Source: an optimization exercise on an open RTL-to-GDS flow (aim: small area, a short achievable clock period and few clock cycles per item). Production flows keep margins and buffers that such runs may drop. Only simulation tests tie the RTL to the original design; equivalence was not proved. Power and IR drop assume default switching activity.

==> flow/config.mk <==
export PLATFORM = sky130hd
export DESIGN_NAME = gf128_unit
export DESIGN_NICKNAME = gf128_unit
export VERILOG_FILES = /design/flow/design.v
export SDC_FILE = /design/flow/constraint.sdc
export NUM_CORES = 4
export LEC_CHECK = 0
export CAP_MARGIN = 20
export CORE_MARGIN = 2
export CORE_UTILIZATION = 40
export PLACE_DENSITY = 0.6
export SLEW_MARGIN = 20
==> flow/constraint.sdc <==
create_clock -name core_clock -period 5.0 [get_ports {clk}]
set_input_delay 1.0000 -clock core_clock [delete_from_list [all_inputs] [get_ports {clk}]]
set_output_delay 1.0000 -clock core_clock [all_outputs]
set_load 0.01 [all_outputs]
==> flow/design.v <==
module gf128_unit (
    input  wire         clk,
    input  wire         rst,
    input  wire         in_valid,
    output wire         in_ready,
    input  wire [1:0]   in_op,
    input  wire [127:0] in_data,
    output reg          out_valid,
    output reg          out_err,
    output wire [127:0] out_data
);
    localparam OP_INITH = 2'd0;
    localparam OP_MULH  = 2'd1;
    localparam OP_FOLD  = 2'd2;
    localparam OP_LOADZ = 2'd3;
    localparam [127:0] R_POLY = {8'hE1, 120'd0};
    reg [127:0] h;         
    reg         hvalid;
    reg [127:0] acc;       
    reg         busy;
    reg [6:0]   cnt;
    reg [127:0] x;         
    reg [127:0] v;         
    reg [127:0] z;         
    wire [127:0] z_next = x[127] ? (z ^ v) : z;
    wire [127:0] v_next = v[0] ? ((v >> 1) ^ R_POLY) : (v >> 1);
    assign in_ready = !busy;
    assign out_data = acc;
    always @(posedge clk) begin
        if (rst) begin
            hvalid    <= 1'b0;
            acc       <= 128'd0;
            busy      <= 1'b0;
            cnt       <= 7'd0;
            out_valid <= 1'b0;
            out_err   <= 1'b0;
        end else begin
            out_valid <= 1'b0;
            out_err   <= 1'b0;
            if (busy) begin
                z   <= z_next;
                v   <= v_next;
                x   <= x << 1;
                cnt <= cnt + 7'd1;
                if (cnt == 7'd127) begin
                    busy      <= 1'b0;
                    acc       <= z_next;
                    out_valid <= 1'b1;
                end
            end else if (in_valid) begin
                case (in_op)
                    OP_INITH: begin
                        h         <= in_data;
                        hvalid    <= 1'b1;
                        out_valid <= 1'b1;
                    end
                    OP_LOADZ: begin
                        acc       <= in_data;
                        out_valid <= 1'b1;
                    end
                    default: begin  
                        if (!hvalid) begin
                            out_valid <= 1'b1;
                            out_err   <= 1'b1;
                        end else begin
                            x    <= (in_op == OP_FOLD) ? (acc ^ in_data) : in_data;
                            v    <= h;
                            z    <= 128'd0;
                            cnt  <= 7'd0;
                            busy <= 1'b1;
                        end
                    end
                endcase
            end
        end
    end
endmodule
==> flow/run.sh <==
#!/bin/bash
# synth_recipe.tcl (not shown) runs the flow's synth.tcl, then flattens the netlist and writes it again
# the make line also repeats each setting of config.mk as NAME=value (left out here)
make -C /OpenROAD-flow-scripts/flow DESIGN_CONFIG=/design/flow/config.mk WORK_HOME=/design/flow/orfs CLKGATE_MAP_FILE= SYNTH_SCRIPT=/design/flow/synth_recipe.tcl finish
==> notes.md <==
RSZ-0062 raised after global routing no; reg-to-reg endpoint v[58]; CP Launch Type flip-flop; CTS tree yes; relative slew slack 21.4%; Num CTS Buffers 72; crit path time final 3.45 ns; clock root buffer master clkbuf_16; Post-Syn Instances 2417; Post-synth ARST share 0%; placed insts 3501; core region area 74600 sq um; die area 77700 sq um; endpoints failing setup 0; FP Rows 100; chip height 279 um; Final ANT Viol Nets 0; routability-driven placement congestion ratio 0.736; Worst R2R Start busy; Avg Cell Area, Syn 12.5 sq um; routed via count 19597; most common flop cell mapped by yosys edfxtp_1; clock sinks 651; Hold Path Class flip-flop to flip-flop; worst hold slack 0.491 ns; share of cells above drive strength 1 14.6%; DRC viols 0; Initial DRC Count 1383; commonest non-fill, non-tap cell in the layout edfxtp_1; Setup CP Type flip-flop to output port; vias in the first global route 19744; CTS resizes 0; FMAX 290 MHz; Setup TNS Final 0 ns; CTS H-tree depth 3; Final Instance Area 36000 sq um; CP endpoint kind output port; buffers added on ports 263; Area Overhead vs Synth 19.2%; initial antenna violation count 7; Period Utilization, post-route 69.0%; Critical path destination in_ready; # hold bufs at CTS 0; Mapped Area 30200 sq um; non-filler instance count after layout 3637; worst hold path depth 2; fillcell total 6570; Final Max Slew Viols 0; Overflow after GRT 0; Crit. Startpoint busy; hold violation total from the final report 0; DR pass1 iterations 5; R2R Setup Slk 1.89 ns; CTS max path bufs 3; static leakage 0.0121 uW; first-pass GRT wire length 113000 um; Worst EP arrival 2.45 ns; Total Power 12100 uW; Placement Cell Area 33600 sq um; DR WL/cell 19.8 um; Mapped Nets 2554; Chip Width 279 um; status finished clean; Initial Util 40.5%; final WL 71900 um; Unique masters post-synth 36; number of synthesized flops with an enable pin 512; vias per cell 5.39; GRT Total Usage 18.3%; most frequent cells in the layout 512 x edfxtp_1, 262 x clkdlybuf4s50_1, 261 x nand2_1; post-CTS setup buffer count 0; maxcap violations 0; Worst EP required 4.00 ns; clock skew 0.0211 ns; flops & latches, synth 651; Reg clk slew, reported paths 0.07 ns; VDD IR max 0.000239 V; Power Density 336 nW/um^2; Post-layout nets 2743; Worst Path Max Fanout 77; largest net degree at the start of global routing 236; R2R cell count 3; Synth warnings 1; sequential area share after synthesis 60.2%; Least-Margin Pin Slew 1.18 ns; Post-DP HPWL 41100 um; Boundary Pins 264; latest clock arrival within the worst-skew pair 0.61 ns
[layout make-up]
cell class              count  area (sq um)  area share, %
multi-input cells        1589         11300           31.3
diodes                      3          7.51         0.0209
clock buffers             106          2090           5.82
flip-flops and latches    651         18200           50.5
clock inverters            27           223          0.619
well taps                 969          1210           3.37
inverters                   4          20.0         0.0557
repair buffers            288          2990           8.30
[metrics by stage]
| step | worst slack (ns) | util, % |
|---|---|---|
| 4_1_cts | 1.46 | 48.2 |
| 5_1_grt | 1.43 | 48.2 |
| 6_report | 1.55 | 48.2 |
| 2_1_floorplan | -2.60 | - |
| 3_5_place_dp | 1.39 | 45.1 |
| 3_3_place_gp | 1.44 | 45.1 |
[synth_stat cells, drive strengths merged, types with 2 or more instances]
master	instances	area (sq um)
edfxtp	512	15400
nand2	261	980
dfxtp	139	2780
nor2	137	514
a21oi	136	681
nand2b	130	813
xor2	130	1140
mux2i	128	1280
a21bo	127	1270
a311o	127	1270
nand3b	127	953
o21ai	127	636
mux2	125	1410
buf	97	520
clkbuf	76	285
ha	4	50.1
inv	4	15.0
nand3	4	20.0
xnor2	4	35.0
a22oi	2	15.0
and3	2	12.5
and4	2	17.5
nand4	2	12.5
nor2b	2	12.5
nor3	2	10.0
o211ai	2	15.0
or3	2	12.5
[layer usage]
layer / track usage (%) / part of all wire, % / routed length (um) / vias to the layer above
met5: 0 / 0.060 / 43 / -
li1: - / - / - / 9299
met2: 30.6 / 48 / 34700 / 456
met4: 5.28 / 2.5 / 1790 / 8
met1: 24.3 / 44 / 31700 / 9729
met3: 3.26 / 5.1 / 3690 / 105
[where the power goes]
group | switching [uW] | total, uW | internal [uW]
Clock | 2180 | 5250 | 3070
Sequential | 70.8 | 6030 | 5960
Combinational | 421 | 815 | 394
Total | 2670 | 12100 | 9420
[sequential cells by signal, summed over array words and instances, names as in the netlist]
name	count
out_valid	1
hvalid	1
cnt	7
busy	1
x	128
z	128
v	128
out_err	1
acc	128
h	128
[critical path, cell delays in order (launching register included)]
cell             delay, ns
dfxtp_4               0.49
inv_6                 0.66
clkdlybuf4s50_1       0.69
[worst min path at each step]
stage | start | end | slack, ns
3_5_place_dp | acc[12] | acc[12] | 0.48
4_1_cts | acc[12] | acc[12] | 0.50
3_3_place_gp | acc[10] | acc[10] | 0.48
5_1_grt | acc[118] | acc[118] | 0.51
2_1_floorplan | cnt[1] | cnt[1] | 0.46
6_report | acc[12] | acc[12] | 0.49
[kinds of logic after synthesis]
kind of cell / share of synthesized area [%]
AND/OR/NAND/NOR: 11.2
flip-flops: 60.2
AO/OA/AOI/OAI: 13.0
multiplexers: 8.91
buffers and inverters: 2.72
XOR/XNOR: 3.89
adder cells (fa/ha/maj): 0.166
Testbench counts, summed over its fixed seeds: cycles 86,752, items 672.

re-timing with driven ports:
In the flow no input, the clock included, has a driving cell. The finished layout below was timed again as built, in two steps.
Step 1 sets driving cells, clkbuf_16 on the clock port and buf_2 on the other inputs (assumed; they add their load-dependent delay and slew).
Step 2 moves the port delays by t, midway between the first and last clock arrival at a register: inputs arrive t later, outputs are due t later. That takes back most of the time a late clock gives input paths.
a / b / c = ideal / step 1 / step 2; a / b = the first two.
shift t [ns]: 0.657
setup slack, ns: 1.551 / 1.491 / 1.412
worst setup path after step 2: input to register
clock arrival spread, ns: 0.023 / 0.023
After both steps this run still meets setup and hold. The setup slack of this run moves by -0.060 ns with the drivers and by -0.139 ns with both steps.
